This is an optimization exercise on Yosys and OpenROAD, whose aim is small area, a short achievable clock period and few clock cycles per item, not a production implementation.

## red
==> module aes_mixcol, before the edit <==
module aes_mixcol (
    input  wire [31:0] col,
    input  wire        inv,
    input  wire        byp,
    output wire [31:0] y
);
    function [7:0] xt(input [7:0] v);
        xt = {v[6:0], 1'b0} ^ (v[7] ? 8'h1b : 8'h00);
    endfunction
    wire [7:0] a0 = col[31:24];
    wire [7:0] a1 = col[23:16];
    wire [7:0] a2 = col[15:8];
    wire [7:0] a3 = col[7:0];
    wire [7:0] s  = a0 ^ a1 ^ a2 ^ a3;
    wire [7:0] e0 = xt(a0 ^ a1) ^ s;
    wire [7:0] e1 = xt(a1 ^ a2) ^ s;
    wire [7:0] e2 = xt(a2 ^ a3) ^ s;
    wire [7:0] e3 = xt(a3 ^ a0) ^ s;
    wire [7:0] u  = xt(xt(a0 ^ a2));
    wire [7:0] v  = xt(xt(a1 ^ a3));
    wire [7:0] uv = xt(u ^ v);
    wire [7:0] w0 = inv ? (u ^ uv) : 8'h00;
    wire [7:0] w1 = inv ? (v ^ uv) : 8'h00;
    wire [31:0] d = byp ? 32'h0 : {e0 ^ w0, e1 ^ w1, e2 ^ w0, e3 ^ w1};
    assign y = col ^ d;
endmodule
==> module cfc_cipher, before the edit <==
module cfc_cipher (
    input  wire         clk,
    input  wire         rst,       
    input  wire         start,
    input  wire         first,
    input  wire         dec,
    input  wire [127:0] key,
    input  wire [127:0] din,
    output wire         ready,
    output wire         done,
    output wire [127:0] dout
);
    localparam [127:0] DEFAULT_IV = 128'h562e17996d093d28ddb3ba695a2e6f58;
    reg         busy;       
    reg         kexp;       
    reg         fin;        
    reg [3:0]   rnd;        
    reg         done_r;
    reg         mode_dec;   
    reg [127:0] state;      
    reg [127:0] rk;         
    reg [127:0] skey;       
    reg [127:0] blk;        
    reg [127:0] chain;      
    wire accept = ~busy & start;
    assign ready = ~busy;
    assign done  = done_r;
    assign dout  = state;
    reg [7:0] rcon;
    always @(*) begin
        case (rnd)
            4'd1:    rcon = 8'h01;
            4'd2:    rcon = 8'h02;
            4'd3:    rcon = 8'h04;
            4'd4:    rcon = 8'h08;
            4'd5:    rcon = 8'h10;
            4'd6:    rcon = 8'h20;
            4'd7:    rcon = 8'h40;
            4'd8:    rcon = 8'h80;
            4'd9:    rcon = 8'h1b;
            4'd10:   rcon = 8'h36;
            default: rcon = 8'h00;
        endcase
    end
    wire         kback = mode_dec & ~kexp;
    wire [127:0] ks    = busy ? rk : skey;
    wire [31:0]  w0 = ks[127:96];
    wire [31:0]  w1 = ks[95:64];
    wire [31:0]  w2 = ks[63:32];
    wire [31:0]  w3 = ks[31:0];
    wire [31:0]  ksb_in = !busy ? (skey[31:0] ^ skey[63:32]) :
                          kback ? (rk[31:0] ^ rk[63:32]) : rk[31:0];
    wire [31:0]  ksb_out;
    genvar i;
    generate
        for (i = 0; i < 4; i = i + 1) begin : g_ksbox
            aes_sbox u_ks (.a(ksb_in[31-8*i -: 8]), .y(ksb_out[31-8*i -: 8]));
        end
    endgenerate
    wire [31:0]  kt = {ksb_out[23:0], ksb_out[31:24]} ^ {rcon, 24'h0};
    wire [31:0]  f0 = w0 ^ kt;
    wire [31:0]  f1 = w1 ^ f0;
    wire [31:0]  f2 = w2 ^ f1;
    wire [31:0]  f3 = w3 ^ f2;
    wire [127:0] rk_fwd = {f0, f1, f2, f3};
    wire [127:0] rk_bwd = {f0, w1 ^ w0, w2 ^ w1, w3 ^ w2};
    wire         rdec = mode_dec;
    wire [127:0] t;
    wire [127:0] xs_rnd;
    genvar c, r;
    generate
        for (c = 0; c < 4; c = c + 1) begin : g_col
            for (r = 0; r < 4; r = r + 1) begin : g_row
                localparam integer CE = (c + r) % 4;
                localparam integer CD = (c + 4 - r) % 4;
                aes_sbox_ed u_sb (.af(state[127-8*(4*CE+r) -: 8]),
                                  .ai(state[127-8*(4*CD+r) -: 8]),
                                  .k(rk[127-8*(4*c+r) -: 8]),
                                  .inv(rdec),
                                  .y(t[127-8*(4*c+r) -: 8]));
            end
            wire [31:0] tc = t[127-32*c -: 32];
            wire [31:0] mc;
            aes_mixcol u_mc (.col(tc), .inv(rdec), .byp(fin), .y(mc));
            assign xs_rnd[127-32*c -: 32] = mc;
        end
    endgenerate
    wire [127:0] ys_rnd = rdec ? (fin ? chain : 128'h0) : rk_fwd;
    wire [127:0] acc_k  = first ? (DEFAULT_IV ^ key) : (skey ^ (mode_dec ? 128'h0 : state));
    wire [127:0] xs = !busy ? din   : kexp ? blk    : xs_rnd;
    wire [127:0] ys = !busy ? acc_k : kexp ? rk_fwd : ys_rnd;
    wire [127:0] start_key = first ? key : skey;
    wire         start_dec = first ? dec : mode_dec;
    always @(posedge clk) begin
        if (busy | start)
            state <= xs ^ ys;
    end
    always @(posedge clk) begin
        if (rst) begin
            busy   <= 1'b0;
            kexp   <= 1'b0;
            fin    <= 1'b0;
            done_r <= 1'b0;
            rnd    <= 4'd10;
        end else begin
            done_r <= 1'b0;
            if (!busy) begin
                rk <= rk_bwd;      
                if (start) begin
                    busy <= 1'b1;
                    fin  <= 1'b0;
                    if (start_dec) begin
                        if (first) begin
                            rk   <= key;
                            rnd  <= 4'd1;
                            kexp <= 1'b1;
                        end else begin
                            rnd  <= 4'd9;
                        end
                    end else begin
                        if (first) skey <= key;
                        rk    <= start_key;
                        rnd   <= 4'd1;
                    end
                end
            end else if (kexp) begin
                rnd <= rnd + 4'd1;
                if (rnd == 4'd10) begin
                    skey  <= rk_fwd;
                    rnd   <= 4'd9;
                    kexp  <= 1'b0;
                end else begin
                    rk <= rk_fwd;
                end
            end else begin
                if (mode_dec) begin
                    rk  <= rk_bwd;
                    rnd <= rnd - 4'd1;
                    fin <= (rnd == 4'd1);
                end else begin
                    rk  <= rk_fwd;
                    rnd <= rnd + 4'd1;
                    fin <= (rnd == 4'd9);
                end
                if (fin) begin
                    busy   <= 1'b0;
                    done_r <= 1'b1;
                    rnd    <= 4'd10;
                end
            end
        end
    end
    always @(posedge clk) begin
        if (accept & ~rst) begin
            blk <= din;
            if (first) begin
                mode_dec <= dec;
                chain    <= DEFAULT_IV;
            end else begin
                chain    <= blk;
            end
        end
    end
endmodule
Settings: LEC_CHECK=0, CAP_MARGIN=20, CORE_MARGIN=2, CORE_UTILIZATION=65, PLACE_DENSITY=0.75, SETUP_SLACK_MARGIN=1.5, SLEW_MARGIN=20, SYNTH_HIERARCHICAL=1, TNS_END_PERCENT=0; clock period 10.0 ns.
run.sh (not shown) runs the stock make flow with config.mk's settings and CLKGATE_MAP_FILE= SYNTH_SCRIPT=/design/flow/synth_recipe.tcl, a recipe that flattens the netlist after the stock synthesis.
For blue, these inputs were changed with respect to red:
diff --git a/flow/design.v b/flow/design.v
--- a/flow/design.v
+++ b/flow/design.v
@@ -90,35 +90,41 @@
     assign y[5] = ~(o[1] ^ o[2] ^ o[4] ^ o[5] ^ o[7]);
     assign y[6] = ~(o[4] ^ o[7]);
     assign y[7] = o[1] ^ o[2] ^ o[3] ^ o[4];
 endmodule
 module aes_mixcol (
     input  wire [31:0] col,
-    input  wire        inv,
-    input  wire        byp,
     output wire [31:0] y
 );
-    function [7:0] xt(input [7:0] v);
-        xt = {v[6:0], 1'b0} ^ (v[7] ? 8'h1b : 8'h00);
-    endfunction
     wire [7:0] a0 = col[31:24];
     wire [7:0] a1 = col[23:16];
     wire [7:0] a2 = col[15:8];
     wire [7:0] a3 = col[7:0];
-    wire [7:0] s  = a0 ^ a1 ^ a2 ^ a3;
-    wire [7:0] e0 = xt(a0 ^ a1) ^ s;
-    wire [7:0] e1 = xt(a1 ^ a2) ^ s;
-    wire [7:0] e2 = xt(a2 ^ a3) ^ s;
-    wire [7:0] e3 = xt(a3 ^ a0) ^ s;
-    wire [7:0] u  = xt(xt(a0 ^ a2));
-    wire [7:0] v  = xt(xt(a1 ^ a3));
-    wire [7:0] uv = xt(u ^ v);
-    wire [7:0] w0 = inv ? (u ^ uv) : 8'h00;
-    wire [7:0] w1 = inv ? (v ^ uv) : 8'h00;
-    wire [31:0] d = byp ? 32'h0 : {e0 ^ w0, e1 ^ w1, e2 ^ w0, e3 ^ w1};
-    assign y = col ^ d;
+    wire [7:0] x0 = {a0[6:0], 1'b0} ^ (a0[7] ? 8'h1b : 8'h00);
+    wire [7:0] x1 = {a1[6:0], 1'b0} ^ (a1[7] ? 8'h1b : 8'h00);
+    wire [7:0] x2 = {a2[6:0], 1'b0} ^ (a2[7] ? 8'h1b : 8'h00);
+    wire [7:0] x3 = {a3[6:0], 1'b0} ^ (a3[7] ? 8'h1b : 8'h00);
+    assign y[31:24] = x0 ^ (x1 ^ a1) ^ a2 ^ a3;
+    assign y[23:16] = a0 ^ x1 ^ (x2 ^ a2) ^ a3;
+    assign y[15:8]  = a0 ^ a1 ^ x2 ^ (x3 ^ a3);
+    assign y[7:0]   = (x0 ^ a0) ^ a1 ^ a2 ^ x3;
+endmodule
+module aes_inv_pre (
+    input  wire [31:0] col,
+    output wire [31:0] y
+);
+    wire [7:0] a0 = col[31:24];
+    wire [7:0] a1 = col[23:16];
+    wire [7:0] a2 = col[15:8];
+    wire [7:0] a3 = col[7:0];
+    function [7:0] mul4(input [7:0] v);
+        mul4 = {v[5:0], 2'b00} ^ (v[6] ? 8'h1b : 8'h00) ^ (v[7] ? 8'h36 : 8'h00);
+    endfunction
+    wire [7:0] u = mul4(a0 ^ a2);
+    wire [7:0] v = mul4(a1 ^ a3);
+    assign y = {a0 ^ u, a1 ^ v, a2 ^ u, a3 ^ v};
 endmodule
 module cfc_cipher (
     input  wire         clk,
     input  wire         rst,       
     input  wire         start,
     input  wire         first,
@@ -196,15 +202,17 @@
                                   .ai(state[127-8*(4*CD+r) -: 8]),
                                   .k(rk[127-8*(4*c+r) -: 8]),
                                   .inv(rdec),
                                   .y(t[127-8*(4*c+r) -: 8]));
             end
             wire [31:0] tc = t[127-32*c -: 32];
+            wire [31:0] pc;
+            aes_inv_pre u_pre (.col(tc), .y(pc));
             wire [31:0] mc;
-            aes_mixcol u_mc (.col(tc), .inv(rdec), .byp(fin), .y(mc));
-            assign xs_rnd[127-32*c -: 32] = mc;
+            aes_mixcol u_mc (.col(rdec ? pc : tc), .y(mc));
+            assign xs_rnd[127-32*c -: 32] = fin ? tc : mc;
         end
     endgenerate
     wire [127:0] ys_rnd = rdec ? (fin ? chain : 128'h0) : rk_fwd;
     wire [127:0] acc_k  = first ? (DEFAULT_IV ^ key) : (skey ^ (mode_dec ? 128'h0 : state));
     wire [127:0] xs = !busy ? din   : kexp ? blk    : xs_rnd;
     wire [127:0] ys = !busy ? acc_k : kexp ? rk_fwd : ys_rnd;
Notes after the runs:
- The final reports for blue and red show actual slew at the worst max-slew pin lower in the former.
- red → blue: initial antenna violation count went down 3, pre-CTS worst setup slack went up 0.14 ns, critical path depth went up 3.
- Between red and blue, the hold slack is lower for blue.
- Chip height, blue vs red: up slightly
- Going from red to blue, count of clock-buffer cells in the layout grew by a little under 10%.
- After detailed routing, red needs more wire than blue.
- Maximum number of pins on one net before global-route repair (blue over red): increase, 19
- Compare red and blue | proportion of cell area occupied by multi-input gates higher: blue
- Compared to red, blue has xor and xnor area share after synthesis 0.99 points higher.
- For red, the master of the slowest instance on the critical path was sky130_fd_sc_hd__xnor2_1, unlike blue, where it was sky130_fd_sc_hd__edfxtp_1.
- Worst setup slack: blue < red
No run of this note included a check of the RTL's function; only the layout flow was run.

-- re-timing with driven ports --
The flow's constraints put no driver on any port. The routed layouts listed below were extracted and timed again, unchanged, in two steps. Step 1: set_driving_cell puts a clkbuf_16 on clk and a buf_2 on each other input, an assumption about the parent block. Step 2 times the ports against the registers' clock, not the clock port: input delays grow and output delays shrink by t, the midpoint of the rising clock arrivals with the driver on. Three values: no drivers, after step 1, after step 2; two values: the first two.
run | t, ns | setup slack, ns | hold slack, ns | clock arrival spread, ns | cell pins on the clock port's net
red | 0.778 | 1.433 / 1.433 / 1.433 | 0.528 / 0.528 / 0.528 | 0.048 / 0.048 | 1
blue | 0.778 | 1.418 / 1.418 / 1.418 | 0.520 / 0.520 / 0.520 | 0.041 / 0.041 | 1
After both steps setup and hold are still met in every run listed.
